This design comes from an exercise in tuning for small area, a short achievable clock period and few clock cycles on the open sky130 flow, not from production work.
Only simulation tests tie the RTL to the original design; equivalence was not proved.
Power is estimated from default activity; no workload was simulated.

==> flow/design.v (excerpt) <==
module bqfp_frame_parser (
    input  wire       clk,
    input  wire       rst,         
    input  wire       in_valid,
    input  wire [7:0] in_data,
    output wire       in_ready,
    output wire       out_valid,
    output wire [7:0] out_data,
    output wire       out_last,
    input  wire       out_ready
);
Size in the first run: ~3200 cells after synthesis, ~2400 flip-flops, ~23 I/O pins, ~0.053 sq mm of cells after synthesis.
make LEC_CHECK=0 ABC_AREA=1 CAP_MARGIN=20 CORE_MARGIN=2 CORE_UTILIZATION=70 CTS_CLUSTER_DIAMETER=60 CTS_CLUSTER_SIZE=20 SETUP_SLACK_MARGIN=4.5 SLEW_MARGIN=20 finish   # period 7.0 ns
run.sh (not shown) runs the stock make flow with config.mk's settings and CLKGATE_MAP_FILE= SYNTH_SCRIPT=/design/flow/synth_recipe.tcl, a recipe that flattens the netlist after the stock synthesis.
Testbench counts at the start, summed over its fixed seeds: cycles 82,043.
==> next run, changes <==
--- a/flow/design.v
+++ b/flow/design.v
@@ -136,25 +136,24 @@
             if (vpush_r) vq_wp <= vq_wp + 1'b1;
             if (vpop)  vq_rp <= vq_rp + 1'b1;
             if (vpush_r && !vpop)      vq_n <= vq_n + 1'b1;
             else if (vpop && !vpush_r) vq_n <= vq_n - 1'b1;
             vq_ne <= vpop ? (vq_n > 1 || (vq_n == 1 && vpush_r) || vpush)
                           : (vq_ne || vpush);
         end
     end
     reg r_p1, r_p2, r_p3, r_cmd, r_len, r_cp, r_er;
     reg [7:0] rrem;
     reg       rok;
     reg       ov;  reg [7:0] od;  reg ol;
-    reg [7:0] odp; reg olp;
     reg       q1v; reg [7:0] q1d; reg q1l;
     wire       tv = stap[8] && warm;
     wire [7:0] td = stap[7:0];
     wire [7:0] tpre = cv[9*(N-2)-2 -: 8];       
     reg        t03, tAF, tEF, tlt6;
     always @(posedge clk) begin
         t03  <= (tpre == PREAMBLE_1);
         tAF  <= (tpre == PREAMBLE_2);
         tEF  <= (tpre == PREAMBLE_3);
         tlt6 <= (tpre < 8'd6);
     end
     wire silent = (r_p1 && t03) || r_er || (r_p2 && tAF) || (r_p3 && tEF) ||
@@ -187,31 +186,24 @@
             nb0 = td; nl0 = rlast;
         end
     end
     wire       ndz_fm  = (took_r == pass) ? (nd == 8'd0) : (pass && nd == 8'd1);
     wire       fm_next = fm ? !ndz_fm : fail;
     wire pop  = ov && out_ready;
     wire push = cons && !silent;
     wire       a0v = pop ? q1v : ov;
     wire [7:0] a0d = pop ? q1d : od;
     wire       a0l = pop ? q1l : ol;
     wire       a1v = pop ? 1'b0 : q1v;
     always @(posedge clk) begin
-        if (push && !a0v) begin
-            odp <= nb0; olp <= nl0;
-        end else begin
-            odp <= a0d; olp <= a0l;
-        end
-    end
-    always @(posedge clk) begin
         if (rst) begin
             ov <= 1'b0; q1v <= 1'b0;
         end else begin
             if (push && !a0v) begin
                 ov <= 1'b1; od <= nb0; ol <= nl0;
             end else begin
                 ov <= a0v; od <= a0d; ol <= a0l;
             end
             if (push && a0v) begin
                 q1v <= 1'b1; q1d <= nb0; q1l <= nl0;
             end else if (push && err2) begin
                 q1v <= 1'b1; q1d <= ~{6'd0, ne}; q1l <= 1'b1;
@@ -258,15 +250,15 @@
             rc     <= rc_next;
             rcx    <= fail;
             hv     <= hv_next;
             fm     <= fm_next;
             nd     <= !warm ? nd + 1'b1 :
                       fm ? (nd + took_r - pass) : (nu + took_r - 1'b1);
             nu     <= cons ? nu + took_r - 1'b1 : nu + took_r;
             rdy_r  <= !rc_next && !(fm && !ndz_fm) && !hv_next &&
                       (vq_n <= VQ - 1);
         end
     end
     assign out_valid = ov;
-    assign out_data  = odp;
-    assign out_last  = olp;
+    assign out_data  = od;
+    assign out_last  = ol;
 endmodule
Non-clock buffer count climbs by 2.
Cell area drops by 0.75%.
Core utilization drops by 0.33 points.
Sequential share of layout area climbs by 0.30 points.
Total power drops by 1.8%.
Wire length drops by 12%.
Count of clock-buffer cells in the layout drops by 2.
Synthesized area drops by 0.69%.
Setup slack is better by 0.42 ns.
Cell count drops by 0.41%.
Synthesized cell count drops by 0.38%.
Clock skew drops by 0.026 ns.
Testbench counts after the change, summed over its fixed seeds: cycles 82,043.

[afterwards: timing with drivers on the ports]
No port has a modelled driver above. Below, the same layouts with a new extraction and two added sets of constraints. Step 1 sets driving cells, clkbuf_16 on the clock port and buf_2 on the other inputs (assumed; they add their load-dependent delay and slew). Step 2 times the ports against the registers' clock, not the clock port: input delays grow and output delays shrink by t, the midpoint of the rising clock arrivals with the driver on. Three values: ideal ports, drivers, drivers and shift; two values: the first two.
run	shift t [ns]	slack for setup (ns)	hold WS [ns]	clock arrival spread, ns	pins driven straight from the clock port
the first run	0.820	3.912 / 3.954 / 3.136	0.298 / 0.298 / 0.298	0.082 / 0.082	1
the second run	0.803	4.328 / 4.260 / 3.797	0.309 / 0.309 / 0.309	0.041 / 0.041	1
After both steps setup and hold are still met in every run listed. For the first run, which loses most, drivers alone change the setup slack by +0.042 ns; drivers and shift together by -0.776 ns.
